From an optimization exercise on the open Yosys and OpenROAD flow, aimed at small area; shortcuts taken in it are not production practice. Where RTL was checked, it was by simulation tests only, not by an equivalence proof against the original. Function not checked in run 2: the RTL went through the layout flow alone. Power is estimated from default activity; no workload was simulated.

## flow/config.mk

```make
export PLATFORM = sky130hd
export DESIGN_NAME = uart_boot_engine
export DESIGN_NICKNAME = uart_boot_engine
export VERILOG_FILES = /design/flow/design.v
export SDC_FILE = /design/flow/constraint.sdc
export NUM_CORES = 4
export LEC_CHECK = 0
export CAP_MARGIN = 20
export CORE_MARGIN = 2
export CORE_UTILIZATION = 40
export PLACE_DENSITY = 0.6
export SLEW_MARGIN = 20
```

## flow/constraint.sdc

```tcl
create_clock -name core_clock -period 12.0 [get_ports {clk}]
set_input_delay 2.4000 -clock core_clock [delete_from_list [all_inputs] [get_ports {clk}]]
set_output_delay 2.4000 -clock core_clock [all_outputs]
set_load 0.01 [all_outputs]
```

## flow/design.v

```verilog
module uart_boot_engine (
    input  wire        clk,
    input  wire        rst,             
    input  wire        begin_i,         
    input  wire [31:0] img_size_i,      
    input  wire        img_bad_i,       
    input  wire        cancel_i,        
    output wire        img_req_o,
    output wire [19:0] img_addr_o,
    input  wire        img_ack_i,
    input  wire [7:0]  img_data_i,
    output wire        tx_valid_o,
    output wire [7:0]  tx_data_o,
    input  wire        tx_ready_i,
    input  wire        tx_err_i,        
    output wire        rx_ready_o,
    input  wire        rx_valid_i,
    input  wire [7:0]  rx_data_i,
    input  wire        rx_timeout_i,
    input  wire        rx_err_i,
    output reg         close_o,
    output reg         progress_valid_o,
    output wire [31:0] progress_o,
    output reg         result_valid_o,
    output wire [2:0]  state_o,
    output wire [2:0]  cause_o
);
    localparam [2:0] K_IDLE = 3'd0;
    localparam [2:0] K_PASS = 3'd1;   
    localparam [2:0] K_LOAD = 3'd2;   
    localparam [2:0] K_TX   = 3'd3;   
    localparam [2:0] K_RX   = 3'd4;   
    localparam [2:0] K_CLS  = 3'd5;   
    localparam [2:0] K_NXT  = 3'd6;   
    localparam [2:0] K_DONE = 3'd7;
    localparam [4:0] P_SOF = 5'd0;
    localparam [4:0] P_PAY = 5'd4;
    localparam [4:0] P_CRC = 5'd20;
    localparam [4:0] P_EOF = 5'd24;
    function [31:0] t4(input [3:0] x);
        integer i;
        reg [31:0] r;
        begin
            r = {28'd0, x};
            for (i = 0; i < 4; i = i + 1)
                r = r[0] ? ((r >> 1) ^ 32'hEDB88320) : (r >> 1);
            t4 = r;
        end
    endfunction
    reg [2:0]  ctl;
    reg [2:0]  st;
    reg [2:0]  cause;
    reg [1:0]  attempt;
    reg        cancelling;
    reg [19:0] size;
    reg [19:0] addr;
    reg [31:0] crc;             
    reg [31:0] park;            
    reg [2:0]  ph;              
    reg [4:0]  pc;
    reg        nh;              
    reg [3:0]  rcnt;
    reg        ok_a, ok_n;
    reg [7:0]  pbuf;            
    wire eq_hi  = (addr[19:9] == size[19:9]);
    wire eq_f   = eq_hi && (addr[8:0] == size[8:0]);
    wire off_end = &addr[8:0];
    wire k_cmd  = cancelling || !(st == 3'd2 || st == 3'd3);
    wire k_hdr  = !cancelling && st == 3'd2;
    wire k_data = !cancelling && st == 3'd3;
    wire [7:0] park_b = ~park[7:0];
    wire [7:0] crc_b  = ~crc[7:0];
    reg  [7:0] fb;
    always @(*) begin
        fb = 8'h00;
        case (pc)
            5'd0: fb = 8'hAA;
            5'd1: fb = k_hdr ? 8'h02 : k_data ? 8'h01 : 8'h00;
            5'd2: fb = k_hdr ? 8'h10 : k_data ? (eq_hi ? size[7:0] : 8'h00) : 8'h01;
            5'd3: fb = k_data ? (eq_hi ? {7'd0, size[8]} : 8'h02) : 8'h00;
            5'd4: fb = k_data ? pbuf : k_hdr ? size[7:0] :
                       cancelling ? 8'h02 : (st == 3'd4) ? 8'h01 : 8'h00;
            5'd5: fb = size[15:8];
            5'd6: fb = {4'd0, size[19:16]};
            5'd8, 5'd9, 5'd10, 5'd11: fb = park_b;
            5'd20, 5'd21, 5'd22, 5'd23: fb = crc_b;
            5'd24: fb = 8'hBB;
            default: fb = 8'h00;
        endcase
    end
    wire p_park  = (pc[4:2] == 3'd2);            
    wire p_crc   = (pc[4:2] == 3'd5);            
    wire p_one   = (pc == P_SOF) || (pc == P_EOF);
    wire p_dpay  = (pc == P_PAY) && k_data;
    wire tx_go   = (pc == P_SOF) ? (cancelling || !cancel_i) :
                   p_park ? (ph == {pc[1:0], 1'b0}) : 1'b1;
    assign tx_valid_o = (ctl == K_TX) && (p_dpay ? nh : (!nh && tx_go));
    assign tx_data_o  = fb;
    wire   tx_fire    = tx_valid_o && tx_ready_i;
    assign img_req_o  = ((ctl == K_PASS) || ((ctl == K_TX) && p_dpay && !nh)) && !eq_f;
    assign img_addr_o = addr;
    wire   img_fire   = img_req_o && img_ack_i;
    assign rx_ready_o = (ctl == K_RX) && !cancel_i;
    assign state_o    = st;
    assign cause_o    = cause;
    assign progress_o = {12'd0, addr};
    reg        c_init, c_step, c_shift;
    reg [3:0]  c_d;
    wire [3:0]  c_x   = c_shift ? 4'd0 : (crc[3:0] ^ c_d);
    wire [31:0] c_nxt = (crc >> 4) ^ t4(c_x);
    wire [7:0] byte_in = ((ctl == K_PASS) || (p_dpay && !nh)) ? img_data_i : fb;
    always @(*) begin
        c_init  = 1'b0;
        c_step  = 1'b0;
        c_shift = 1'b0;
        c_d     = nh ? byte_in[7:4] : byte_in[3:0];
        if (p_park && ctl == K_TX) c_d = park_b[3:0];
        case (ctl)
            K_PASS: c_step = img_fire;
            K_LOAD: begin c_step = 1'b1; c_shift = 1'b1; end
            K_TX: begin
                if (pc == P_SOF) c_init = tx_fire;
                else if (p_crc) begin
                    c_shift = 1'b1;
                    c_step  = nh || tx_fire;
                end else if (pc != P_EOF) begin
                    if (p_dpay) c_step = nh ? tx_fire : img_fire;
                    else        c_step = nh || tx_fire;
                end
            end
            default: ;
        endcase
    end
    reg [7:0] exp_a, exp_n;
    always @(*) begin
        case (rcnt)
            4'd0: exp_a = 8'hAA;
            4'd1: exp_a = 8'h03;
            4'd2: exp_a = 8'h01;
            4'd3: exp_a = 8'h00;
            4'd4: exp_a = 8'h00;
            4'd5: exp_a = 8'hC5;
            4'd6: exp_a = 8'h1A;
            4'd7: exp_a = 8'h33;
            4'd8: exp_a = 8'h32;
            default: exp_a = 8'hBB;
        endcase
        case (rcnt)
            4'd4: exp_n = 8'h01;
            4'd5: exp_n = 8'h53;
            4'd6: exp_n = 8'h2A;
            4'd7: exp_n = 8'h34;
            4'd8: exp_n = 8'h45;
            default: exp_n = exp_a;
        endcase
    end
    always @(posedge clk) begin
        close_o          <= 1'b0;
        progress_valid_o <= 1'b0;
        result_valid_o   <= 1'b0;
        ph   <= ph + 3'd1;
        park <= {(ctl == K_LOAD) ? crc[3:0] : park[3:0], park[31:4]};
        if (c_init)
            crc <= 32'hFFFFFFFF;
        else if (c_step)
            crc <= c_nxt;
        if (rst) begin
            ctl        <= K_IDLE;
            st         <= 3'd0;
            cause      <= 3'd0;
            cancelling <= 1'b0;
            ph         <= 3'd0;
        end else begin
            case (ctl)
                K_IDLE: begin
                    if (cancel_i) begin
                        cause          <= 3'd6;
                        st             <= 3'd6;
                        result_valid_o <= 1'b1;
                        ctl            <= K_DONE;
                    end else if (begin_i) begin
                        if (img_bad_i || img_size_i[31:20] != 12'd0) begin
                            cause          <= 3'd5;
                            st             <= 3'd6;
                            result_valid_o <= 1'b1;
                            ctl            <= K_DONE;
                        end else begin
                            size    <= img_size_i[19:0];
                            addr    <= 20'd0;
                            attempt <= 2'd0;
                            st      <= 3'd1;
                            nh      <= 1'b0;
                            pc      <= P_SOF;
                            crc     <= 32'hFFFFFFFF;
                            ctl     <= K_PASS;
                        end
                    end
                end
                K_PASS: begin
                    if (eq_f) begin
                        if (ph == 3'd7) begin
                            addr <= 20'd0;
                            ctl  <= K_LOAD;
                        end
                    end else if (img_fire) begin
                        nh <= !nh;
                        if (nh) addr <= addr + 20'd1;
                    end
                end
                K_LOAD: begin
                    if (ph == 3'd7) ctl <= K_TX;
                end
                K_TX: begin
                    if (pc == P_SOF) begin
                        if (!cancelling && cancel_i) begin
                            if (st == 3'd1 && attempt == 2'd0) begin
                                close_o        <= 1'b1;
                                cause          <= 3'd6;
                                st             <= 3'd6;
                                result_valid_o <= 1'b1;
                                ctl            <= K_DONE;
                            end else
                                cancelling <= 1'b1;
                        end else if (tx_fire) begin
                            addr[8:0] <= k_data ? 9'd0 : addr[8:0];
                            pc <= 5'd1;
                        end
                    end else if (pc == P_EOF) begin
                        if (tx_fire) begin
                            pc <= P_SOF;
                            if (cancelling) begin
                                close_o        <= 1'b1;
                                cause          <= 3'd6;
                                st             <= 3'd6;
                                result_valid_o <= 1'b1;
                                ctl            <= K_DONE;
                            end else if (tx_err_i) begin
                                cause          <= 3'd1;
                                st             <= 3'd6;
                                result_valid_o <= 1'b1;
                                ctl            <= K_DONE;
                            end else begin
                                attempt <= attempt + 2'd1;
                                rcnt    <= 4'd0;
                                ok_a    <= 1'b1;
                                ok_n    <= 1'b1;
                                ctl     <= K_RX;
                            end
                        end
                    end else if (p_dpay) begin
                        if (!nh) begin
                            if (eq_f) pc <= P_CRC;
                            else if (img_fire) begin
                                pbuf <= img_data_i;
                                nh   <= 1'b1;
                            end
                        end else if (tx_fire) begin
                            nh <= 1'b0;
                            if (off_end) pc <= P_CRC;
                            else addr <= addr + 20'd1;
                        end
                    end else begin
                        if (nh) begin
                            nh <= 1'b0;
                            pc <= (pc == P_PAY && k_cmd) ? P_CRC : pc + 5'd1;
                        end else if (tx_fire)
                            nh <= 1'b1;
                    end
                end
                K_RX: begin
                    if (cancel_i) begin
                        cancelling <= 1'b1;
                        ctl        <= K_TX;
                    end else if (rx_err_i) begin
                        cause          <= 3'd1;
                        st             <= 3'd6;
                        result_valid_o <= 1'b1;
                        ctl            <= K_DONE;
                    end else if (rx_timeout_i) begin
                        if (attempt != 2'd3)
                            ctl <= K_TX;
                        else begin
                            cause          <= 3'd2;
                            st             <= 3'd6;
                            result_valid_o <= 1'b1;
                            ctl            <= K_DONE;
                        end
                    end else if (rx_valid_i) begin
                        ok_a <= ok_a && (rx_data_i == exp_a);
                        ok_n <= ok_n && (rx_data_i == exp_n);
                        rcnt <= rcnt + 4'd1;
                        if (rcnt == 4'd9) ctl <= K_CLS;
                    end
                end
                K_CLS: begin
                    if (ok_a) begin
                        attempt <= 2'd0;
                        case (st)
                            3'd1: begin
                                st  <= 3'd2;
                                ctl <= K_TX;
                            end
                            3'd2: begin
                                addr <= 20'd0;
                                ctl  <= K_NXT;
                            end
                            3'd3: begin
                                if (!eq_f) addr <= addr + 20'd1;
                                progress_valid_o <= 1'b1;
                                ctl              <= K_NXT;
                            end
                            default: begin
                                st             <= 3'd5;
                                result_valid_o <= 1'b1;
                                ctl            <= K_DONE;
                            end
                        endcase
                    end else if (attempt != 2'd3) begin
                        ctl <= K_TX;
                    end else begin
                        cause          <= ok_n ? 3'd3 : 3'd4;
                        st             <= 3'd6;
                        result_valid_o <= 1'b1;
                        ctl            <= K_DONE;
                    end
                end
                K_NXT: begin
                    st  <= eq_f ? 3'd4 : 3'd3;
                    ctl <= K_TX;
                end
                default: ;
            endcase
        end
    end
endmodule
```

## flow/run.sh

```bash
#!/bin/bash
# synth_recipe.tcl (not shown) runs the flow's synth.tcl, then flattens the netlist and writes it again
# the make line also repeats each setting of config.mk as NAME=value (left out here)
make -C /OpenROAD-flow-scripts/flow DESIGN_CONFIG=/design/flow/config.mk WORK_HOME=/design/flow/orfs CLKGATE_MAP_FILE= SYNTH_SCRIPT=/design/flow/synth_recipe.tcl finish
```

==> results.cfg, run 1 <==
[route]
via_count = 7199
wl_per_cell_um = 18.3
drt_iter0_markers = 535
ant_nets = 0
drc = 0
drt-pass1-iter-count = 5
via_per_inst = 5.59
drt-total-wl_mm = 23.6

[clock_tree]
cts_hold_buf = 0
clock_sinks = 149
clock_path_buffers = 2
cts_root_buf = clkbuf_16
clkSlewWorstSetupHoldPaths_ps = 60
clkLatencyLatePin_ps = 430
cts-resized-gates = 0
cts_made_buffers = 17
cts_tree = built
cts_setup_buffers = 0
cts-htree-levels = 4

[setup_path]
start_kind = input pin
crit_required_ps = 9600
path_class = in2out
end_kind = primary output
crit_arrival_ps = 4490
crit_fanout = 14
r2r_slack_ps = 7780

[yosys]
ys.warnings.count = 1
seq_area_frac_synth = 0.423
ys_types = 81
avgSynthCellArea_um2 = 9.21
synth-seq-cells = 149
synth_ff_type = dfxtp_1
synth_area_um2 = 8520
synth_edf_count = 62
synth_cells = 925
synth-async-reset-ratio = 0

[timing]
final_max_slew_viol_count = 0
hold_viol = 0
relSlewSlack = 0.356
fin_crit_sh = 0.574
rsz0062_at_grt = no
finalCriticalPeriod_ps = 6890
fmax_mhz = 145
worst_pin_slew_ps = 959
hold_ws_ps = 324
finClkSkew_ps = 11.2
fin_setup_tns_ps = 0
setup_violations = 0

[die]
core_um2 = 21000
initial_core_util = 0.406
die_h_um = 150
die_area_um2 = 22500
rows = 53
die_w_um = 150
ios = 131

[cells_and_area]
fillers = 1994
layout-drive-gt1-share = 0.0750
area.growth.synth_to_final_pct = 22.0
num_antenna_cells = 0
num-nets-final = 1078

[status]
status = finished clean

[power_and_ir_drop]
p_per_area_nw_per_um2 = 256
peakVddDrop_v = 0.000109
leakage_nw = 3.84

[place]
gp_congestion = 0.933
dp_hpwl_mm = 17.2
port_buffers = 118

[global_routing]
grt_usage = 0.213
gr-total-overflow = 0
antenna_found_initial = 0
grt_max_degree = 45
grt_pass1_vias = 6731
grt_pass1_wl_mm = 37.0

[min_path]
hold_class = reg2reg

[job]
cap_viol_max_count = 0
==> cells in the mapped netlist (all sizes together) (13+ instances only) <==
master | instances | share of area
nand3 | 31 | 0.018
nor3 | 37 | 0.022
clkbuf | 35 | 0.016
nand2 | 62 | 0.028
a31oi | 19 | 0.014
nor2 | 100 | 0.045
buf | 46 | 0.036
inv | 21 | 0.0093
xnor2 | 38 | 0.039
o21ai | 60 | 0.035
edfxtp | 62 | 0.22
ha | 19 | 0.028
dfxtp | 87 | 0.20
and3 | 13 | 0.0095
mux2i | 14 | 0.017
a21oi | 49 | 0.029
xor2 | 39 | 0.040
or3 | 16 | 0.012
==> layer usage <==
layer	vias up	track usage	share of wire
met4	0	0.0849	0.026
met5	-	0	0
met3	35	0.0396	0.064
met1	3443	0.292	0.46
met2	247	0.332	0.45
li1	3474	-	-
==> path summary, 6_finish.rpt <==
kind,from,to,depth (start not counted)
setup / recovery,cancel_i,tx_valid_o,5
hold / removal,park[13]$_DFF_P_,park[9]$_DFF_P_,0
setup reg to reg,ctl[2]$_SDFFE_PP0P_,crc[23]$_DFF_P_,10
hold reg to reg,park[13]$_DFF_P_,park[9]$_DFF_P_,0
==> cells in the final DEF (no fill, tap or decap), drive strengths merged, types with 10 or more instances in the layout <==
cell type and n:
clkdlybuf4s50 118, nor2 100, dfxtp 87, edfxtp 62, nand2 62, o21ai 60
a21oi 49, xor2 39, xnor2 38, nor3 37, nand3 31, inv 25
clkbuf 25, ha 19, a31oi 19, or3 16, mux2i 14, and3 13
conb 12, nand4 10, mux2 10
==> metrics by stage <==
stage | cells | total power, W | area (um2) | util | setup WS, ps
floorplan | 936 | 0.00171 | 8560 | - | 6480
global placement | 1256 | 0.00206 | 9720 | 0.464 | 5160
detailed placement | 1256 | 0.00207 | 9720 | 0.464 | 5090
CTS | 1288 | 0.00266 | 10400 | 0.495 | 5070
global route | 1288 | 0.00284 | 10400 | 0.496 | 4880
finish | 1288 | 0.00266 | 10400 | 0.496 | 5110
==> worst max-delay path, stage by stage <==
cell             delay (ps)
clkdlybuf4s50_1         640
nor3b_1                 280
o21bai_1                240
nor3_1                  310
clkdlybuf4s50_1         620
==> power by group <==
group / total [W] / switching [W] / internal [W]
registers: 0.000874 / 0.000160 / 0.000714
logic: 0.00120 / 0.000666 / 0.000537
clock network: 0.000583 / 0.000215 / 0.000368
==> cell type report <==
type	count	area, um2	share of cell area
clock buffer	25	559	0.0538
multi-input combinational	685	4470	0.430
sequential	149	3600	0.347
clock inverter	7	98.8	0.00951
timing repair buffer	126	1240	0.119
tap	275	344	0.0331
inverter	21	78.8	0.00759
==> sequential cells by signal, indices dropped and copies added, names as in the netlist, 4 cells and up <==
register and cells:
crc 32, park 32, pc 5, pbuf 8, addr 20, exp_a 7, rcnt 4, size 20
==> logic make-up after synthesis <==
family / share of synthesized area
compound gates: 0.156
xor+xnor: 0.0871
fa+ha+maj: 0.0279
buf+inv: 0.0610
flops: 0.423
mux: 0.0301
other cells: 0.000440
simple gates: 0.215
==> run 2: changes to the inputs <==
--- a/flow/design.v
+++ b/flow/design.v
@@ -19,7 +19,7 @@
     input  wire        rx_timeout_i,
     input  wire        rx_err_i,
     output reg         close_o,
-    output reg         progress_valid_o,
+    output wire        progress_valid_o,
     output wire [31:0] progress_o,
     output reg         result_valid_o,
     output wire [2:0]  state_o,
@@ -59,7 +59,6 @@
     reg [2:0]  ph;              
     reg [4:0]  pc;
     reg        nh;              
-    reg [3:0]  rcnt;
     reg        ok_a, ok_n;
     reg [7:0]  pbuf;            
     wire eq_hi  = (addr[19:9] == size[19:9]);
@@ -104,6 +103,7 @@
     assign state_o    = st;
     assign cause_o    = cause;
     assign progress_o = {12'd0, addr};
+    assign progress_valid_o = (ctl == K_NXT) && (st == 3'd3);
     reg        c_init, c_step, c_shift;
     reg [3:0]  c_d;
     wire [3:0]  c_x   = c_shift ? 4'd0 : (crc[3:0] ^ c_d);
@@ -133,7 +133,7 @@
     end
     reg [7:0] exp_a, exp_n;
     always @(*) begin
-        case (rcnt)
+        case (pc[3:0])
             4'd0: exp_a = 8'hAA;
             4'd1: exp_a = 8'h03;
             4'd2: exp_a = 8'h01;
@@ -145,7 +145,7 @@
             4'd8: exp_a = 8'h32;
             default: exp_a = 8'hBB;
         endcase
-        case (rcnt)
+        case (pc[3:0])
             4'd4: exp_n = 8'h01;
             4'd5: exp_n = 8'h53;
             4'd6: exp_n = 8'h2A;
@@ -156,7 +156,6 @@
     end
     always @(posedge clk) begin
         close_o          <= 1'b0;
-        progress_valid_o <= 1'b0;
         result_valid_o   <= 1'b0;
         ph   <= ph + 3'd1;
         park <= {(ctl == K_LOAD) ? crc[3:0] : park[3:0], park[31:4]};
@@ -241,7 +240,6 @@
                                 ctl            <= K_DONE;
                             end else begin
                                 attempt <= attempt + 2'd1;
-                                rcnt    <= 4'd0;
                                 ok_a    <= 1'b1;
                                 ok_n    <= 1'b1;
                                 ctl     <= K_RX;
@@ -270,6 +268,7 @@
                 K_RX: begin
                     if (cancel_i) begin
                         cancelling <= 1'b1;
+                        pc         <= P_SOF;
                         ctl        <= K_TX;
                     end else if (rx_err_i) begin
                         cause          <= 3'd1;
@@ -277,6 +276,7 @@
                         result_valid_o <= 1'b1;
                         ctl            <= K_DONE;
                     end else if (rx_timeout_i) begin
+                        pc <= P_SOF;
                         if (attempt != 2'd3)
                             ctl <= K_TX;
                         else begin
@@ -288,11 +288,12 @@
                     end else if (rx_valid_i) begin
                         ok_a <= ok_a && (rx_data_i == exp_a);
                         ok_n <= ok_n && (rx_data_i == exp_n);
-                        rcnt <= rcnt + 4'd1;
-                        if (rcnt == 4'd9) ctl <= K_CLS;
+                        pc   <= pc + 5'd1;
+                        if (pc[3:0] == 4'd9) ctl <= K_CLS;
                     end
                 end
                 K_CLS: begin
+                    pc <= P_SOF;
                     if (ok_a) begin
                         attempt <= 2'd0;
                         case (st)
@@ -306,8 +307,7 @@
                             end
                             3'd3: begin
                                 if (!eq_f) addr <= addr + 20'd1;
-                                progress_valid_o <= 1'b1;
-                                ctl              <= K_NXT;
+                                ctl <= K_NXT;
                             end
                             default: begin
                                 st             <= 3'd5;
--- a/flow/config.mk
+++ b/flow/config.mk
@@ -5,6 +5,7 @@
 export SDC_FILE = /design/flow/constraint.sdc
 export NUM_CORES = 4
 export LEC_CHECK = 0
+export ABC_AREA = 1
 export CAP_MARGIN = 20
 export CORE_MARGIN = 2
 export CORE_UTILIZATION = 40
==> results.cfg, run 2 <==
[clock_tree]
cts_tree = built
clkLatencyLatePin_ps = 430
clkSlewWorstSetupHoldPaths_ps = 70
cts_hold_buf = 0
cts_made_buffers = 17
clock_sinks = 144
clock_path_buffers = 2
cts_root_buf = clkbuf_16
cts-resized-gates = 0
cts_setup_buffers = 0
cts-htree-levels = 4

[timing]
fin_crit_sh = 0.555
fin_setup_tns_ps = 0
hold_viol = 0
relSlewSlack = 0.327
setup_violations = 0
final_max_slew_viol_count = 0
worst_pin_slew_ps = 1000
finClkSkew_ps = 7.61
hold_ws_ps = 326
finalCriticalPeriod_ps = 6660
fmax_mhz = 150
rsz0062_at_grt = no

[cells_and_area]
mostFrequentLayoutCells = 280 x nand2_1, 144 x inv_1, 118 x clkdlybuf4s50_1
num-nets-final = 1344
area.growth.synth_to_final_pct = 22.2
fin_cells = 1558
top_regs = crc (32), park (32)
final_common_cell = nand2_1
num_antenna_cells = 0
layout-drive-gt1-share = 0.0850

[route]
wl_met1_mm = 12.3
via_per_inst = 5.17
wl_per_cell_um = 16.8
via_count = 8060
ant_nets = 0
drc = 0
drt-pass1-iter-count = 5
route.met2.wl_mm = 11.9
drt-total-wl_mm = 26.1
wl_met3_mm = 1.43
top_layer = met4
drt_iter0_markers = 647

[die]
die_area_um2 = 22700
initial_core_util = 0.409
die_h_um = 151
die_w_um = 151
ios = 131
rows = 53
core_um2 = 21000

[place]
port_buffers = 118
dp.cells = 1526
gp_congestion = 0.965
dp_hpwl_mm = 20.2

[power_and_ir_drop]
p_total_w = 0.00251
peakVddDrop_v = 0.000147
leakage_nw = 4.63
p_per_area_nw_per_um2 = 239

[yosys]
synth_edf_count = 58
synth_area_um2 = 8590
ys.warnings.count = 1
seq_area_frac_synth = 0.403
synth_ff_type = dfxtp_1
synth_top_area_cell = edfxtp_1
yosysMostFrequentCell = nand2_1
synthTopCellsByArea = edfxtp_1 20%, dfxtp_1 20%, nand2_1 12%
ys_types = 59
synth-seq-cells = 144
synth_top_area_share = 0.203
avgSynthCellArea_um2 = 7.36
yosys-top-cells-count = 280 x nand2_1, 144 x inv_1, 117 x nand3_1, 117 x nor2_1, 86 x dfxtp_1
synth_cells = 1167
synth-async-reset-ratio = 0

[setup_path]
crit_required_ps = 9600
cp-startpoint = cancel_i
r2r_slack_ps = 7930
r2r_start = pc[0]$_DFFE_PP_
crit_arrival_ps = 4260
reg2reg_depth = 18
end_kind = primary output
path_class = in2out
start_kind = input pin
slowest_delay_ps = 540
crit_slowest_cell = clkdlybuf4s50_1
crit_chain = clkdlybuf4s50_1, inv_1, nor2_1, inv_1, nor2_1, a21oi_1, nand2_1, nor2_4, clkdlybuf4s50_1
crit_fanout = 7

[min_path]
hold_class = reg2reg
hp-start = park[13]$_DFF_P_
worstHoldPathCells = 0

[global_routing]
grt_usage = 0.235
grt_pass1_wl_mm = 41.0
grt_pass1_vias = 7391
grt_max_degree = 47
antenna_found_initial = 0
gr-total-overflow = 0

[job]
cap_viol_max_count = 0

[status]
status = finished clean
## run 2: cell types whose count changed in the layout (fill, tap and decap cells not counted), sizes merged, moves of 10 or more
cell   before  now
or3        16    0
inv        25  171
mux2i      14    0
xor2       39   10
xnor2      38   14
nor3       37   19
a31oi      19    8
nand2      62  295
mux2       10    0
and3       13    1
nor2      100  131
a21oi      49   35
nand3      31  122
## run 2: cell type report
cell class	count	area (um2)
well taps	275	344
flip-flops and latches	144	3460
clock buffers	17	425
multi-input cells	819	4230
repair buffers	122	1210
fillers	2030	10500
inverters	166	631
clock inverters	15	189
## run 2: critical path, delay by kind of cell
| kind | cells | cell delay (ps) |
|---|---|---|
| compound gates | 1 | 110 |
| buf+inv | 4 | 1360 |
| simple gates | 4 | 390 |
## run 2: metal layers
layer  track usage  up-vias
li1              -     4030
met1         0.329     3754
met2         0.374      243
met3        0.0385       33
met4        0.0656        0
met5             0        -
## run 2: where the power goes
group          leakage, nW  internal (W)  switching, W
clock                0.299      0.000285      0.000257
combinational         3.08      0.000428      0.000734
sequential            1.25      0.000688      0.000117
total                 4.63       0.00140       0.00111
## run 2: path summary, 6_finish.rpt
check                     to
max               tx_valid_o
min          park[9]$_DFF_P_
max reg2reg   crc[7]$_DFF_P_
min reg2reg  park[9]$_DFF_P_
## run 2: per-stage QoR
stage               setup slack [ps]  utilization  area (um2)
global route                    5240        0.499       10500
global placement                5390        0.470        9870
CTS                             5380        0.499       10500
detailed placement              5380        0.470        9880
finish                          5340        0.499       10500
floorplan                       6040            -        8630
## run 2: kinds of logic (layout without fill, tap and decap cells)
group           Yosys count  in the layout  share of synthesized area
flops                   144            144                      0.403
simple gates            615            615                      0.330
fa+ha+maj                15             15                     0.0219
other cells               1             12                   0.000437
compound gates          153            153                      0.110
xor+xnor                 24             24                     0.0245
buf+inv                 215            320                      0.111
==> run 3: changes to the inputs <==
--- a/flow/design.v
+++ b/flow/design.v
@@ -59,7 +59,7 @@
     reg [2:0]  ph;              
     reg [4:0]  pc;
     reg        nh;              
-    reg        ok_a, ok_n;
+    reg        ok, is_n;          
     reg [7:0]  pbuf;            
     wire eq_hi  = (addr[19:9] == size[19:9]);
     wire eq_f   = eq_hi && (addr[8:0] == size[8:0]);
@@ -131,29 +131,21 @@
             default: ;
         endcase
     end
-    reg [7:0] exp_a, exp_n;
+    reg [7:0] exp_b;
     always @(*) begin
         case (pc[3:0])
-            4'd0: exp_a = 8'hAA;
-            4'd1: exp_a = 8'h03;
-            4'd2: exp_a = 8'h01;
-            4'd3: exp_a = 8'h00;
-            4'd4: exp_a = 8'h00;
-            4'd5: exp_a = 8'hC5;
-            4'd6: exp_a = 8'h1A;
-            4'd7: exp_a = 8'h33;
-            4'd8: exp_a = 8'h32;
-            default: exp_a = 8'hBB;
-        endcase
-        case (pc[3:0])
-            4'd4: exp_n = 8'h01;
-            4'd5: exp_n = 8'h53;
-            4'd6: exp_n = 8'h2A;
-            4'd7: exp_n = 8'h34;
-            4'd8: exp_n = 8'h45;
-            default: exp_n = exp_a;
+            4'd0: exp_b = 8'hAA;
+            4'd1: exp_b = 8'h03;
+            4'd2: exp_b = 8'h01;
+            4'd5: exp_b = is_n ? 8'h53 : 8'hC5;
+            4'd6: exp_b = is_n ? 8'h2A : 8'h1A;
+            4'd7: exp_b = is_n ? 8'h34 : 8'h33;
+            4'd8: exp_b = is_n ? 8'h45 : 8'h32;
+            4'd9: exp_b = 8'hBB;
+            default: exp_b = 8'h00;
         endcase
     end
+    wire rx_match = (rx_data_i[7:1] == exp_b[7:1]) && (pc[3:0] == 4'd4 || rx_data_i[0] == exp_b[0]);
     always @(posedge clk) begin
         close_o          <= 1'b0;
         result_valid_o   <= 1'b0;
@@ -240,8 +232,8 @@
                                 ctl            <= K_DONE;
                             end else begin
                                 attempt <= attempt + 2'd1;
-                                ok_a    <= 1'b1;
-                                ok_n    <= 1'b1;
+                                ok      <= 1'b1;
+                                is_n    <= 1'b0;
                                 ctl     <= K_RX;
                             end
                         end
@@ -286,15 +278,15 @@
                             ctl            <= K_DONE;
                         end
                     end else if (rx_valid_i) begin
-                        ok_a <= ok_a && (rx_data_i == exp_a);
-                        ok_n <= ok_n && (rx_data_i == exp_n);
+                        ok <= ok && rx_match;
+                        if (pc[3:0] == 4'd4) is_n <= rx_data_i[0];
                         pc   <= pc + 5'd1;
                         if (pc[3:0] == 4'd9) ctl <= K_CLS;
                     end
                 end
                 K_CLS: begin
                     pc <= P_SOF;
-                    if (ok_a) begin
+                    if (ok && !is_n) begin
                         attempt <= 2'd0;
                         case (st)
                             3'd1: begin
@@ -318,7 +310,7 @@
                     end else if (attempt != 2'd3) begin
                         ctl <= K_TX;
                     end else begin
-                        cause          <= ok_n ? 3'd3 : 3'd4;
+                        cause          <= (ok && is_n) ? 3'd3 : 3'd4;
                         st             <= 3'd6;
                         result_valid_o <= 1'b1;
                         ctl            <= K_DONE;
--- a/flow/config.mk
+++ b/flow/config.mk
@@ -5,9 +5,9 @@
 export SDC_FILE = /design/flow/constraint.sdc
 export NUM_CORES = 4
 export LEC_CHECK = 0
-export ABC_AREA = 1
 export CAP_MARGIN = 20
 export CORE_MARGIN = 2
-export CORE_UTILIZATION = 40
-export PLACE_DENSITY = 0.6
+export CORE_UTILIZATION = 70
+export CTS_BUF_LIST = sky130_fd_sc_hd__clkbuf_8
+export PLACE_DENSITY = 0.75
 export SLEW_MARGIN = 20
==> results.cfg, run 3 <==
[status]
status = finished clean

[die]
ios = 131
die_w_um = 111
die_area_um2 = 12300
rows = 39
die_h_um = 111
core_um2 = 11300
initial_core_util = 0.708

[clock_tree]
cts-htree-levels = 4
cts-resized-gates = 0
cts_tree = built
cts_root_buf = clkbuf_8
cts_hold_buf = 0
cts_setup_buffers = 0
clock_path_buffers = 2
cts_made_buffers = 17
clock_sinks = 137
clkLatencyLatePin_ps = 480
clkSlewWorstSetupHoldPaths_ps = 90

[setup_path]
reg2reg_depth = 12
slowest_delay_ps = 640
crit_fanout = 13
cp.depth = 4
cp-startpoint = cancel_i
r2r_slack_ps = 7390
crit_chain = clkdlybuf4s50_1, a31oi_1, and4_1, clkdlybuf4s50_1
crit_slowest_cell = clkdlybuf4s50_1
end_kind = primary output
r2r_start = pc[0]$_DFFE_PP_
endpoint = tx_valid_o
reg2reg_to = crc[27]$_DFF_P_
critPathTopFamily = buffers and inverters
crit_arrival_ps = 4220
crit_required_ps = 9600
crit_top_cell = clkdlybuf4s50_1
start_kind = input pin
critPathBufInv = 2
path_class = in2out

[global_routing]
grt_pass1_vias = 7143
antenna_found_initial = 0
grt_usage = 0.403
grt_max_degree = 36
gr-total-overflow = 0
met2_usage = 0.660
grtUsageMet3 = 0.0957
grt_pass1_wl_mm = 38.9
use_met1 = 0.510
busiest_layer = met2

[min_path]
hold_class = reg2reg

[yosys]
synth_ff_type = dfxtp_1
synth_top_area_cell = edfxtp_1
yosysMostFrequentCell = nor2_1
ys.warnings.count = 1
synth_edf_count = 58
synth-async-reset-ratio = 0
synth_cells = 890
synth_top_area_share = 0.217
synthTopCellsByArea = edfxtp_1 22%, dfxtp_1 20%, xor2_1 4.3%
seq_area_frac_synth = 0.414
yosys-top-cells-count = 82 x nor2_1, 80 x nand2_1, 79 x dfxtp_1
synth-seq-cells = 137
avgSynthCellArea_um2 = 9.01
ys_types = 91
synth_area_um2 = 8020

[place]
gp_congestion = 1.01
port_buffers = 118
dp_hpwl_mm = 17.6

[power_and_ir_drop]
leakage_nw = 3.48
seqPwrFrac = 0.336
power_switching_w = 0.00105
clkPwrFrac = 0.156
peakVddDrop_v = 0.000277
p_per_area_nw_per_um2 = 252
combPwrFrac = 0.508
p_total_w = 0.00238
swShare = 0.444
p_int_w = 0.00132

[route]
drc = 0
ant_nets = 0
drt-pass1-iter-count = 7
via_count = 7604
drt-total-wl_mm = 24.8
via_per_inst = 6.81
drt_iter0_markers = 1082
wl_per_cell_um = 22.2

[cells_and_area]
fillers = 651
layout-drive-gt1-share = 0.0801
multiInputGateArea_um2 = 4200
mostFrequentLayoutCells = 118 x clkdlybuf4s50_1, 82 x nor2_1, 80 x nand2_1
area.growth.synth_to_final_pct = 17.4
num-nets-final = 1030
top_regs = crc (32), park (32)
seq_area_um2 = 3320
utilization = 0.832
num_antenna_cells = 0
final_common_cell = clkdlybuf4s50_1

[timing]
finalCriticalPeriod_ps = 6620
final_max_slew_viol_count = 0
rsz0062_at_grt = no
fin_crit_sh = 0.552
worst_pin_slew_ps = 1080
finClkSkew_ps = 11.6
hold_viol = 0
fin_setup_tns_ps = 0
fmax_mhz = 151
relSlewSlack = 0.281
setup_violations = 0

[job]
cap_viol_max_count = 0
## run 3: cell families (layout without fill, tap and decap cells)
group | Yosys count | after routing | share of synthesized area
AO/OA/AOI/OAI | 207 | 207 | 0.171
XOR/XNOR | 76 | 76 | 0.0847
adder cells (fa/ha/maj) | 11 | 11 | 0.0168
buffers and inverters | 106 | 179 | 0.0682
flip-flops | 137 | 137 | 0.414
multiplexers | 19 | 19 | 0.0254
other | 1 | 12 | 0.000468
AND/OR/NAND/NOR | 333 | 333 | 0.219
## run 3: how the worst min path moves through the flow
stage / startpoint / end / slack (ps) / cells after the start
after floorplan: park[14]$_DFF_P_ / park[10]$_DFF_P_ / 310 / 0
after global placement: park[19]$_DFF_P_ / park[15]$_DFF_P_ / 310 / 0
after detailed placement: park[31]$_DFF_P_ / park[27]$_DFF_P_ / 310 / 0
after CTS: park[10]$_DFF_P_ / park[6]$_DFF_P_ / 330 / 0
after global routing: park[15]$_DFF_P_ / park[11]$_DFF_P_ / 340 / 0
final: park[10]$_DFF_P_ / park[6]$_DFF_P_ / 330 / 0
## run 3: power groups by stage
| stage | clock network, W | registers (W) | logic, W |
|---|---|---|---|
| 2_1_floorplan | 0 | 0.000734 | 0.000879 |
| 3_3_place_gp | 0 | 0.000779 | 0.00109 |
| 3_5_place_dp | 0 | 0.000797 | 0.00116 |
| 4_1_cts | 0.000371 | 0.000789 | 0.00118 |
| 5_1_grt | 0.000390 | 0.000810 | 0.00130 |
| 6_report | 0.000371 | 0.000797 | 0.00121 |
## run 3: layout make-up
type	instances	share of cell area
well taps	143	0.0190
clock inverters	15	0.0162
multi-input cells	658	0.446
inverters	20	0.00797
repair buffers	127	0.133
clock buffers	17	0.0248
flip-flops and latches	137	0.353
## run 3: layer usage
metal,vias to the layer above,share of wire
li1,3346,-
met1,3520,0.37
met2,616,0.48
met4,0,0.047
met5,-,0
met3,122,0.11
## run 3: per-stage QoR
step	cell area [um2]	cells	setup WS (ps)	hold WS [ps]
after global placement	9030	1085	5450	310
final	9420	1117	5380	327
after global routing	9420	1117	5320	345
after detailed placement	9030	1085	5410	315
after floorplan	8060	901	6000	310
after CTS	9420	1117	5410	327
==> run 4: changes to the inputs <==
==> flow/flow/run.sh (new file) <==
#!/bin/bash
set -uo pipefail
cd "$(dirname "$0")/.."
bash standard.sh \
  "BUFFER_PORTS_ARGS=-buffer_cell sky130_fd_sc_hd__buf_1" \
  "CTS_ARGS=-sink_clustering_enable -repair_clock_nets -dont_use_dummy_load -buf_list sky130_fd_sc_hd__clkbuf_8" \
  finish > make_finish.log 2>&1
==> flow/standard.sh (new file) <==
#!/bin/bash
# synth_recipe.tcl (not shown) runs the flow's synth.tcl, then flattens the netlist and writes it again
# the make line also repeats each setting of config.mk as NAME=value (left out here)
make -C /OpenROAD-flow-scripts/flow DESIGN_CONFIG=/design/flow/config.mk WORK_HOME=/design/flow/orfs CLKGATE_MAP_FILE= SYNTH_SCRIPT=/design/flow/synth_recipe.tcl "${@:-finish}"
--- a/flow/config.mk
+++ b/flow/config.mk
@@ -8,6 +8,5 @@
 export CAP_MARGIN = 20
 export CORE_MARGIN = 2
 export CORE_UTILIZATION = 70
-export CTS_BUF_LIST = sky130_fd_sc_hd__clkbuf_8
 export PLACE_DENSITY = 0.75
 export SLEW_MARGIN = 20
removed: flow/run.sh
==> results.cfg, run 4 <==
[cells_and_area]
final_common_cell = buf_1
top_regs = crc (32), park (32)
final_cell_area_um2 = 8520
seq_area_um2 = 3320
fillers = 835
num_antenna_cells = 0
layout-drive-gt1-share = 0.0647
multiInputGateArea_um2 = 4200
num-nets-final = 1029
mostFrequentLayoutCells = 118 x buf_1, 82 x nor2_1, 80 x nand2_1
area.growth.synth_to_final_pct = 6.21

[yosys]
synth-seq-cells = 137
synthTopCellsByArea = edfxtp_1 22%, dfxtp_1 20%, xor2_1 4.3%
synth-async-reset-ratio = 0
synth_ff_type = dfxtp_1
yosys-top-cells-count = 82 x nor2_1, 80 x nand2_1, 79 x dfxtp_1
synth_top_area_cell = edfxtp_1
seq_area_frac_synth = 0.414
synth_top_area_share = 0.217
ys_types = 91
synth_area_um2 = 8020
yosysMostFrequentCell = nor2_1
synth_edf_count = 58
avgSynthCellArea_um2 = 9.01
synth_cells = 890
ys.warnings.count = 1

[setup_path]
cp-startpoint = cancel_i
crit_arrival_ps = 3450
path_class = in2out
start_kind = input pin
r2r_start = pc[0]$_DFFE_PP_
crit_fanout = 13
crit_required_ps = 9600
end_kind = primary output

[global_routing]
grt_pass1_vias = 6774
grt_pass1_wl_mm = 35.3
antenna_found_initial = 0
gr-total-overflow = 0
grt_max_degree = 36
grt_usage = 0.361

[clock_tree]
cts_root_buf = clkbuf_8
clock_sinks = 137
clkLatencyLatePin_ps = 460
cts-resized-gates = 0
cts-htree-levels = 4
cts_made_buffers = 17
clock_path_buffers = 2
cts_setup_buffers = 0
cts_tree = built
cts_hold_buf = 0
clkSlewWorstSetupHoldPaths_ps = 70

[place]
gp_congestion = 1.00
placed_cell_area_um2 = 8280
dp_slack_ps = 6200
port_buffers = 118
dp_hpwl_mm = 16.3

[timing]
fin_crit_sh = 0.488
hold_ws_ps = 325
fmax_mhz = 171
finClkSkew_ps = 28.3
relSlewSlack = 0.240
fin_setup_tns_ps = 0
layout_setup_ws_ps = 6150
final_max_slew_viol_count = 0
finalCriticalPeriod_ps = 5850
rsz0062_at_grt = no
hold_viol = 0
worst_pin_slew_ps = 1140
setup_violations = 0

[route]
drt_iter0_markers = 882
ant_nets = 0
drt-pass1-iter-count = 6
via_per_inst = 6.59
drc = 0
via_count = 7253
drt-total-wl_mm = 22.1
wl_per_cell_um = 20.1

[status]
status = finished clean

[min_path]
hp-start = park[21]$_DFF_P_
hold_class = reg2reg

[power_and_ir_drop]
peakVddDrop_v = 0.000253
p_total_w = 0.00215
leakage_nw = 3.09
p_per_area_nw_per_um2 = 253

[die]
initial_core_util = 0.708
die_area_um2 = 12300
rows = 39
core_um2 = 11300
die_w_um = 111
ios = 131
die_h_um = 111

[job]
cap_viol_max_count = 0
[run 4: cells by family (layout without fill, tap and decap cells)]
| kind of cell | count (synthesis) | in the layout | synth area share |
|---|---|---|---|
| muxes | 19 | 19 | 0.0254 |
| adders and majority gates | 11 | 11 | 0.0168 |
| other | 1 | 12 | 0.000468 |
| and+or+nand+nor | 333 | 333 | 0.219 |
| AOI/OAI and AO/OA | 207 | 207 | 0.171 |
| buffers and inverters | 106 | 163 | 0.0682 |
| xor gates and xnor gates | 76 | 76 | 0.0847 |
| DFF | 137 | 137 | 0.414 |
[run 4: critical path, cell delays in order]
cell and delay [ps]:
buf_1 430, a31oi_1 170, and4_1 290, buf_1 160
[run 4: final timing paths]
check	slack [ps]	endpoint	cells after the start
worst max-delay path	6150	tx_valid_o	4
worst min-delay path	320	park[17]$_DFF_P_	0
worst max register to register	7760	crc[24]$_DFF_P_	12
worst min register to register	320	park[17]$_DFF_P_	0
[run 4: area by class of cell]
class,instances,area share
timing repair buffer,126,0.0590
sequential,137,0.390
multi-input combinational,658,0.494
clock buffer,17,0.0275
inverter,20,0.00881
tap,143,0.0210
[run 4: per-layer routing]
layer | global-route usage | up-vias | share of wire
met4 | 0.151 | 0 | 0.031
met1 | 0.475 | 3358 | 0.39
met5 | 0 | - | 0
li1 | - | 3325 | -
met3 | 0.0776 | 63 | 0.11
met2 | 0.582 | 507 | 0.47
[run 4: report_power, final]
part	leakage, nW	internal [W]	switching, W
clock network	0.122	0.000124	0.000153
logic	1.77	0.000449	0.000625
registers	1.19	0.000644	0.000156
[run 4: through the flow]
| step | cells | util |
|---|---|---|
| floorplan | 901 | - |
| global placement | 1084 | 0.732 |
| detailed placement | 1084 | 0.732 |
| CTS | 1101 | 0.752 |
| global route | 1101 | 0.752 |
| finish | 1101 | 0.752 |
==> run 5: changes to the inputs <==
--- a/flow/design.v
+++ b/flow/design.v
@@ -18,7 +18,7 @@
     input  wire [7:0]  rx_data_i,
     input  wire        rx_timeout_i,
     input  wire        rx_err_i,
-    output reg         close_o,
+    output wire        close_o,
     output wire        progress_valid_o,
     output wire [31:0] progress_o,
     output reg         result_valid_o,
@@ -103,6 +103,7 @@
     assign state_o    = st;
     assign cause_o    = cause;
     assign progress_o = {12'd0, addr};
+    assign close_o    = result_valid_o && cancelling;    
     assign progress_valid_o = (ctl == K_NXT) && (st == 3'd3);
     reg        c_init, c_step, c_shift;
     reg [3:0]  c_d;
@@ -147,7 +148,6 @@
     end
     wire rx_match = (rx_data_i[7:1] == exp_b[7:1]) && (pc[3:0] == 4'd4 || rx_data_i[0] == exp_b[0]);
     always @(posedge clk) begin
-        close_o          <= 1'b0;
         result_valid_o   <= 1'b0;
         ph   <= ph + 3'd1;
         park <= {(ctl == K_LOAD) ? crc[3:0] : park[3:0], park[31:4]};
@@ -204,14 +204,13 @@
                 K_TX: begin
                     if (pc == P_SOF) begin
                         if (!cancelling && cancel_i) begin
+                            cancelling <= 1'b1;
                             if (st == 3'd1 && attempt == 2'd0) begin
-                                close_o        <= 1'b1;
                                 cause          <= 3'd6;
                                 st             <= 3'd6;
                                 result_valid_o <= 1'b1;
                                 ctl            <= K_DONE;
-                            end else
-                                cancelling <= 1'b1;
+                            end
                         end else if (tx_fire) begin
                             addr[8:0] <= k_data ? 9'd0 : addr[8:0];
                             pc <= 5'd1;
@@ -220,7 +219,6 @@
                         if (tx_fire) begin
                             pc <= P_SOF;
                             if (cancelling) begin
-                                close_o        <= 1'b1;
                                 cause          <= 3'd6;
                                 st             <= 3'd6;
                                 result_valid_o <= 1'b1;
==> flow/flow/run.sh (replaced) <==
#!/bin/bash
# The standard layout (standard.sh: ORFS from synthesis to finish) with three changes:
#  - Yosys/ABC maps the logic with an area-oriented script (flow/abc_map.script, repeated
#    dch + amap) instead of ORFS's speed script; the flip-flops and their names are untouched;
#  - every port still gets its own buffer, but with the smallest buffer cell;
#  - clock tree synthesis without dummy loads and with clkbuf_8 clock buffers.
# ORFS writes each step's log under orfs/logs; make's own output goes to make_finish.log.
set -uo pipefail
cd "$(dirname "$0")/.."
rm -rf orfs_scripts
cp -r "$FLOW_HOME/scripts" orfs_scripts
cp flow/abc_map.script orfs_scripts/abc_speed.script
bash standard.sh \
  "SCRIPTS_DIR=$PWD/orfs_scripts" \
  "BUFFER_PORTS_ARGS=-buffer_cell sky130_fd_sc_hd__buf_1" \
  "CTS_ARGS=-sink_clustering_enable -repair_clock_nets -dont_use_dummy_load -buf_list sky130_fd_sc_hd__clkbuf_8" \
  finish > make_finish.log 2>&1
==> flow/flow/abc_map.script (new file) <==
strash
dch
amap
strash
dch
amap
strash
dch
amap
strash
dch
amap
strash
dch
amap
--- a/flow/config.mk
+++ b/flow/config.mk
@@ -8,5 +8,6 @@
 export CAP_MARGIN = 20
 export CORE_MARGIN = 2
 export CORE_UTILIZATION = 70
+export GPL_TIMING_DRIVEN = 0
 export PLACE_DENSITY = 0.75
 export SLEW_MARGIN = 20
==> results.cfg, run 5 <==
[timing]
finClkSkew_ps = 33.1
layout_setup_ws_ps = 5810
hold_viol = 0
rsz0062_at_grt = no
relSlewSlack = 0.313
worst_pin_slew_ps = 1030
fin_setup_tns_ps = 0
final_max_slew_viol_count = 0
setup_violations = 0
finalCriticalPeriod_ps = 6190
fmax_mhz = 161
fin_crit_sh = 0.516

[cells_and_area]
top_regs = crc (32), park (32)
area.growth.synth_to_final_pct = 14.0
final_common_cell = nor2_1
num_antenna_cells = 0
num-nets-final = 1001
mostFrequentLayoutCells = 127 x nor2_1, 118 x buf_1, 107 x clkinv_1
fillers = 634
layout-drive-gt1-share = 0.0613
multiInputGateArea_um2 = 3030
seq_area_um2 = 3300

[setup_path]
start_kind = flip-flop
end_kind = primary output
path_class = reg2out
crit_fanout = 10
crit_required_ps = 9600
crit_arrival_ps = 3790

[power_and_ir_drop]
p_per_area_nw_per_um2 = 255
peakVddDrop_v = 0.000222
leakage_nw = 2.76

[die]
die_h_um = 103
die_w_um = 103
core_um2 = 9680
die_area_um2 = 10700
initial_core_util = 0.713
rows = 36
ios = 131

[min_path]
hold_class = reg2reg

[route]
wl_per_cell_um = 19.8
via_per_inst = 6.71
via_count = 7132
drc = 0
ant_nets = 0
drt-pass1-iter-count = 10
drt_iter0_markers = 923
drt-total-wl_mm = 21.0

[global_routing]
antenna_found_initial = 0
grt_pass1_wl_mm = 32.3
grt_usage = 0.398
grt_max_degree = 34
grt_pass1_vias = 6593
gr-total-overflow = 0

[yosys]
synth_edf_count = 58
seq_area_frac_synth = 0.478
ys.warnings.count = 1
synth-async-reset-ratio = 0
synth_top_area_share = 0.252
yosys-top-cells-count = 127 x nor2_1, 107 x clkinv_1, 78 x dfxtp_1
synth_top_area_cell = edfxtp_1
synth_ff_type = dfxtp_1
synth_cells = 779
synthTopCellsByArea = edfxtp_1 25%, dfxtp_1 23%, nor2_1 6.9%
avgSynthCellArea_um2 = 8.87
ys_types = 45
yosysMostFrequentCell = nor2_1
synth-seq-cells = 136
synth_area_um2 = 6910

[clock_tree]
cts-htree-levels = 4
cts_made_buffers = 17
clkLatencyLatePin_ps = 460
clkSlewWorstSetupHoldPaths_ps = 80
cts_tree = built
clock_sinks = 136
cts_setup_buffers = 0
cts_root_buf = clkbuf_8
cts-resized-gates = 0
clock_path_buffers = 2
cts_hold_buf = 0

[place]
dp_hpwl_mm = 15.4
dp_slack_ps = 5820
port_buffers = 118
gp_congestion = 1.08

[job]
cap_viol_max_count = 0

[status]
status = finished clean
run 5: changes by cell type after synthesis, moves of 24 or more:
cell	delta
clkinv_1	+106
nor2_1	+45
xor2_1	-39
clkbuf_1	-38
nand3_1	-37
xnor2_1	-36
nand2_1	-34
o22ai_1	+24
run 5: critical path, cell delays in order (launching register included):
cell	delay [ps]
edfxtp_1	380
clkinv_1	200
nor2_1	270
clkinv_1	170
nor2_1	250
nand2_1	220
nor2_1	630
o21ai_0	270
a2111oi_0	740
buf_1	220
run 5: logic make-up (layout without fill, tap and decap cells):
family,after synthesis,after routing,synth area share
simple gates,245,245,0.154
flops,136,136,0.478
other cells,1,12,0.000543
buf+inv,139,279,0.0929
fa+ha+maj,10,10,0.0181
compound gates,248,248,0.256
run 5: power breakdown:
| part | switching [W] | internal (W) | total [W] |
|---|---|---|---|
| Clock | 0.000152 | 0.000124 | 0.000277 |
| Sequential | 0.000128 | 0.000652 | 0.000781 |
| Combinational | 0.000607 | 0.000347 | 0.000954 |
run 5: layer usage:
metal | vias to the layer above | GRT usage | part of all wire
li1 | 3172 | - | -
met1 | 3214 | 0.496 | 0.37
met2 | 603 | 0.636 | 0.46
met3 | 143 | 0.101 | 0.12
met4 | 0 | 0.220 | 0.059
met5 | - | 0 | 0
run 5: area by class of cell:
cell class                 count  share of cell area
multi-input combinational    515               0.385
tap                          133              0.0211
inverter                     107              0.0510
sequential                   136               0.420
timing repair buffer         123              0.0629
clock buffer                  17              0.0297
buffer                        32              0.0305
run 5: metrics by stage:
stage	area (um2)	total power, W	std cells	hold slack (ps)	utilization
floorplan	6950	0.00141	790	310	-
global placement	7560	0.00162	1041	310	0.780
detailed placement	7630	0.00170	1046	312	0.788
CTS	7870	0.00197	1063	316	0.812
global route	7870	0.00213	1063	316	0.813
finish	7870	0.00201	1063	313	0.813
run 5: worst paths after layout:
kind                            slack (ps)        startpoint  cells after the start          endpoint
worst max-delay path                  5810   pc[2]$_DFFE_PP_                      9        tx_valid_o
worst min-delay path                   310  park[30]$_DFF_P_                      0  park[26]$_DFF_P_
worst max register to register        5880   pc[2]$_DFFE_PP_                     20   crc[24]$_DFF_P_
worst min register to register         310  park[30]$_DFF_P_                      0  park[26]$_DFF_P_
==> run 6: changes to the inputs <==
--- a/flow/config.mk
+++ b/flow/config.mk
@@ -8,6 +8,5 @@
 export CAP_MARGIN = 20
 export CORE_MARGIN = 2
 export CORE_UTILIZATION = 70
-export GPL_TIMING_DRIVEN = 0
 export PLACE_DENSITY = 0.75
 export SLEW_MARGIN = 20
==> results.cfg, run 6 <==
[timing]
fin_crit_sh = 0.520
finalCriticalPeriod_ps = 6240
fmax_mhz = 160
setup_violations = 0
finClkSkew_ps = 45.5
fin_setup_tns_ps = 0
worst_pin_slew_ps = 846
relSlewSlack = 0.422
rsz0062_at_grt = no
layout_setup_ws_ps = 5760
final_max_slew_viol_count = 0
hold_viol = 0

[yosys]
synth-async-reset-ratio = 0
seq_area_frac_synth = 0.478
synth_cells = 779
synth_edf_count = 58
avgSynthCellArea_um2 = 8.87
synth-compound-area-share = 0.256
synthTopCellsByArea = edfxtp_1 25%, dfxtp_1 23%, nor2_1 6.9%
synth_top_area_share = 0.252
synth_mux_area_frac = 0
synth_top_area_cell = edfxtp_1
yosysMostFrequentCell = nor2_1
synth_area_um2 = 6910
synth_ff_type = dfxtp_1
synthAdderAreaFrac = 0.0181
synth_xor_area_frac = 0
yosys-top-cells-count = 127 x nor2_1, 107 x clkinv_1, 78 x dfxtp_1
synth_top_family_by_area = compound AO/OA/AOI/OAI gates
ys_types = 45
synth-seq-cells = 136
ys.warnings.count = 1
synth-simple-area-share = 0.154

[clock_tree]
cts_root_buf = clkbuf_8
cts_hold_buf = 0
cts_made_buffers = 17
clkSlewWorstSetupHoldPaths_ps = 80
cts-resized-gates = 0
cts_tree = built
clock_sinks = 136
clock_path_buffers = 2
cts_setup_buffers = 0
cts-htree-levels = 4
clkLatencyLatePin_ps = 480

[route]
drc = 0
ant_nets = 0
drt-total-wl_mm = 20.8
wl_per_cell_um = 20.1
via_count = 6981
via_per_inst = 6.74
drt_iter0_markers = 987
drt-pass1-iter-count = 6

[cells_and_area]
mostFrequentLayoutCells = 126 x nor2_1, 118 x buf_1, 107 x clkinv_1
top_regs = crc (32), park (32)
multiInputGateArea_um2 = 3020
layout-drive-gt1-share = 0.0322
seq_area_um2 = 3300
fillers = 692
area.growth.synth_to_final_pct = 10.5
final_common_cell = nor2_1
num-nets-final = 972

[power_and_ir_drop]
p_total_w = 0.00198
leakage_nw = 2.60
peakVddDrop_v = 0.000206
p_per_area_nw_per_um2 = 260

[setup_path]
start_kind = flip-flop
critPathBufInv = 4
critPathTopFamily = simple AND/OR/NAND/NOR gates
crit_fanout = 10
crit_slowest_cell = nor2_1
slowest_delay_ps = 620
path_class = reg2out
crit_top_cell = nor2_1
crit_required_ps = 9600
end_kind = primary output
crit_arrival_ps = 3840
crit_chain = clkinv_1, nor2_1, clkinv_1, nor2_1, nand2_1, nor2_1, clkinv_1, nor2_1, nand2_1, o21ai_0, buf_1

[global_routing]
grt_pass1_vias = 6243
grt_pass1_wl_mm = 31.7
grt_max_degree = 34
antenna_found_initial = 2
grt_usage = 0.397
gr-total-overflow = 0

[die]
core_um2 = 9680
initial_core_util = 0.713
die_area_um2 = 10700
rows = 36
die_w_um = 103
die_h_um = 103
ios = 131

[min_path]
hold_class = reg2reg

[status]
status = finished clean

[place]
gp_congestion = 1.04
port_buffers = 118
dp_slack_ps = 6010
dp_hpwl_mm = 15.3

[job]
cap_viol_max_count = 0
## run 6: kinds of logic (layout without fill, tap and decap cells)
logic type      count (synthesis)  in the layout
compound gates                248            248
fa+ha+maj                      10             10
buf+inv                       139            250
flops                         136            136
other cells                     1             14
simple gates                  245            245
## run 6: report_power, final
group	switching (W)	internal, W	total [W]
Combinational	0.000596	0.000324	0.000920
Sequential	0.000130	0.000652	0.000782
Clock	0.000155	0.000124	0.000280
Total	0.000881	0.00110	0.00198
## run 6: stage by stage
| step | std cells | util | area (um2) | hold slack, ps |
|---|---|---|---|---|
| floorplan | 790 | - | 6950 | 310 |
| global placement | 1017 | 0.763 | 7390 | 310 |
| detailed placement | 1017 | 0.763 | 7390 | 312 |
| CTS | 1034 | 0.787 | 7620 | 319 |
| global route | 1034 | 0.788 | 7630 | 328 |
| finish | 1036 | 0.788 | 7630 | 319 |
## run 6: path summary, 6_finish.rpt
| check | from | to | slack (ps) | cells past startpoint |
|---|---|---|---|---|
| setup / recovery | pc[2]$_DFFE_PP_ | img_req_o | 5760 | 11 |
| hold / removal | park[8]$_DFF_P_ | park[4]$_DFF_P_ | 320 | 0 |
| setup reg to reg | pc[2]$_DFFE_PP_ | crc[18]$_DFF_P_ | 6060 | 20 |
| hold reg to reg | park[8]$_DFF_P_ | park[4]$_DFF_P_ | 320 | 0 |
## run 6: final cells by class
type / count / area share
sequential: 136 / 0.433
multi-input combinational: 515 / 0.396
timing repair buffer: 126 / 0.0659
inverter: 107 / 0.0526
clock buffer: 17 / 0.0306
tap: 133 / 0.0218
antenna: 2 / 0.000656
## run 6: worst reg2reg max path, delay by kind of cell, from the launching register on
kind,cells,cell delay [ps]
and+or+nand+nor,7,1870
AOI/OAI and AO/OA,8,2490
DFF,1,360
buffers and inverters,5,1130
## run 6: routing by layer
metal	global-route usage	part of all wire	up-vias
li1	-	-	3124
met1	0.496	0.37	3162
met2	0.621	0.46	562
met3	0.126	0.12	133
met4	0.201	0.050	0
met5	0	0	-
==> run 7: changes to the inputs <==
==> flow/config.mk (replaced) <==
export PLATFORM = sky130hd
export DESIGN_NAME = uart_boot_engine
export DESIGN_NICKNAME = uart_boot_engine
export VERILOG_FILES = /design/flow/design.v
export SDC_FILE = /design/flow/constraint.sdc
export NUM_CORES = 4
export LEC_CHECK = 0
export CAP_MARGIN = 0
export CORE_MARGIN = 2
export CORE_UTILIZATION = 75
export GPL_TIMING_DRIVEN = 0
export PLACE_DENSITY = 0.8
export SLEW_MARGIN = 0
==> results.cfg, run 7 <==
[setup_path]
end_kind = flip-flop
crit_required_ps = 12330
path_class = reg2reg
start_kind = flip-flop
crit_slowest_cell = o21ai_0
crit_fanout = 10
crit_chain = clkinv_1, nor2_1, clkinv_1, nor2_1, nand2_1, nor2_1, clkinv_1, nor2_1, nor2_1, a221oi_1, o32ai_1, o21ai_0, clkinv_1, o22ai_1, clkinv_1, o22ai_1, o21ai_0, a221o_1
slowest_delay_ps = 970
crit_arrival_ps = 6710

[global_routing]
busiest_layer = met2
antenna_found_initial = 0
use_met1 = 0.540
grt_pass1_vias = 6743
gr-total-overflow = 0
grt_pass1_wl_mm = 34.1
grtUsageMet3 = 0.130
grt_max_degree = 34
met2_usage = 0.696
grt_usage = 0.442

[route]
drt_iter0_markers = 1366
drc = 0
ant_nets = 0
drt-total-wl_mm = 21.9
via_per_inst = 7.04
via_count = 7326
wl_per_cell_um = 21.1
drt-pass1-iter-count = 13

[cells_and_area]
area.growth.synth_to_final_pct = 13.1
num_antenna_cells = 0
fillers = 518
layout-drive-gt1-share = 0.0592
num-nets-final = 1000
top_regs = crc (32), park (32)
final_common_cell = nor2_1
mostFrequentLayoutCells = 127 x nor2_1, 118 x buf_1, 107 x clkinv_1
utilization = 0.862

[yosys]
seq_area_frac_synth = 0.478
synth_top_area_cell = edfxtp_1
synth_top_family_by_area = compound AO/OA/AOI/OAI gates
synth-seq-cells = 136
avgSynthCellArea_um2 = 8.87
synth_ff_type = dfxtp_1
synth_xor_area_frac = 0
synth-compound-area-share = 0.256
synth-simple-area-share = 0.154
ys.warnings.count = 1
synth_top_area_share = 0.252
yosysMostFrequentCell = nor2_1
synth_mux_area_frac = 0
synthAdderAreaFrac = 0.0181
synth_cells = 779
synth-async-reset-ratio = 0
ys_types = 45
synthTopCellsByArea = edfxtp_1 25%, dfxtp_1 23%, nor2_1 6.9%
synth_area_um2 = 6910
synth_edf_count = 58
yosys-top-cells-count = 127 x nor2_1, 107 x clkinv_1, 78 x dfxtp_1

[clock_tree]
clkSlewWorstSetupHoldPaths_ps = 90
clock_sinks = 136
cts-htree-levels = 4
cts_setup_buffers = 0
cts_tree = built
cts_root_buf = clkbuf_8
cts_made_buffers = 17
cts_hold_buf = 0
clkLatencyLatePin_ps = 460
clock_path_buffers = 2
cts-resized-gates = 0

[power_and_ir_drop]
seqPwrFrac = 0.391
peakVddDrop_v = 0.000248
swShare = 0.443
p_per_area_nw_per_um2 = 257
leakage_nw = 2.75
clkPwrFrac = 0.138
combPwrFrac = 0.471
power_switching_w = 0.000889
p_int_w = 0.00112

[job]
cap_viol_max_count = 0

[timing]
hold_viol = 0
finalCriticalPeriod_ps = 6380
finClkSkew_ps = 33.9
relSlewSlack = 0.169
fmax_mhz = 157
final_max_slew_viol_count = 0
fin_crit_sh = 0.532
fin_setup_tns_ps = 0
layout_setup_ws_ps = 5620
setup_violations = 0
rsz0062_at_grt = no
worst_pin_slew_ps = 1230

[die]
core_um2 = 9060
ios = 131
die_h_um = 100
die_area_um2 = 9990
rows = 35
die_w_um = 100
initial_core_util = 0.762

[min_path]
hold_class = reg2reg

[place]
dp_hpwl_mm = 15.3
port_buffers = 118
dp_slack_ps = 5930
gp_congestion = 1.01

[status]
status = finished clean
==> run 7: worst paths after layout <==
check                     endpoint             start  slack [ps]  cells after the start
hold reg to reg   park[20]$_DFF_P_  park[24]$_DFF_P_         310                      0
setup / recovery   crc[24]$_DFF_P_   pc[2]$_DFFE_PP_        5620                     18
setup reg to reg   crc[24]$_DFF_P_   pc[2]$_DFFE_PP_        5620                     18
hold / removal    park[20]$_DFF_P_  park[24]$_DFF_P_         310                      0
==> run 7: logic make-up (layout without fill, tap and decap cells) <==
group                      after synthesis  after routing
AOI/OAI and AO/OA                      248            248
adders and majority gates               10             10
buffers and inverters                  139            278
DFF                                    136            136
other                                    1             12
and+or+nand+nor                        245            245
==> run 7: area by class of cell <==
class | instances | area (um2) | share of cell area
flip-flops and latches | 136 | 3300 | 0.423
multi-input cells | 515 | 3020 | 0.386
repair buffers | 122 | 479 | 0.0613
inverters | 107 | 402 | 0.0514
plain buffers | 32 | 240 | 0.0307
clock buffers | 17 | 234 | 0.0299
well taps | 111 | 139 | 0.0178
==> run 7: worst max-delay path: cells and delay by family (launching register included) <==
| kind | cells | cell delay (ps) |
|---|---|---|
| AO/OA/AOI/OAI | 7 | 2830 |
| buffers and inverters | 5 | 1270 |
| flip-flops | 1 | 390 |
| AND/OR/NAND/NOR | 6 | 1760 |
==> run 7: power by group through the flow <==
stage	registers (W)	logic, W	clock network (W)
floorplan	0.000755	0.000654	0
global placement	0.000766	0.000849	0
detailed placement	0.000781	0.000898	0
CTS	0.000775	0.000909	0.000275
global route	0.000796	0.00103	0.000290
finish	0.000784	0.000945	0.000277
==> run 7: per-layer routing <==
layer  vias to the layer above  share of wire
li1                       3158              -
met1                      3184           0.34
met2                       788           0.45
met3                       196           0.14
met4                         0          0.070
met5                         -              0
==> run 7: stage by stage <==
stage	area (um2)	std cells	hold WS (ps)	total power [W]
final	7810	1040	307	0.00201
after global routing	7810	1040	313	0.00211
after CTS	7810	1039	308	0.00196
after detailed placement	7570	1022	312	0.00168
after global placement	7530	1019	310	0.00162
after floorplan	6950	790	310	0.00141

-- static timing again, ports no longer ideal --
Ports are ideal in the flow. The routed layouts listed here were re-timed in OpenROAD.
Step 1 assumes that a clkbuf_16 drives the clock port and a buf_2 every other input.
Step 2 adds t to the input delays and takes it off the output delays; t is the mean of the earliest and latest rising clock arrival at the registers after step 1. Input paths then give back, and output paths get back, about the clock's delay inside the block.
Three values: ideal ports, drivers, drivers and shift; two values: the first two.
run	shift t [ns]	slack for setup (ns)	slew at the worst register clock pin (ns)
run 1	0.471	5.112 / 5.074 / 5.074	0.07 / 0.07
run 2	0.474	5.343 / 5.316 / 5.316	0.07 / 0.07
run 3	0.515	5.381 / 5.360 / 5.360	0.09 / 0.09
run 4	0.488	6.146 / 6.123 / 6.123	0.09 / 0.09
run 5	0.479	5.805 / 5.768 / 5.547	0.08 / 0.08
run 6	0.492	5.760 / 5.724 / 5.840	0.10 / 0.10
run 7	0.481	5.621 / 5.600 / 5.621	0.09 / 0.09
After both steps every run listed still meets setup and hold. The setup slack of run 5, which loses most, moves by -0.037 ns with the drivers and by -0.258 ns with both steps.
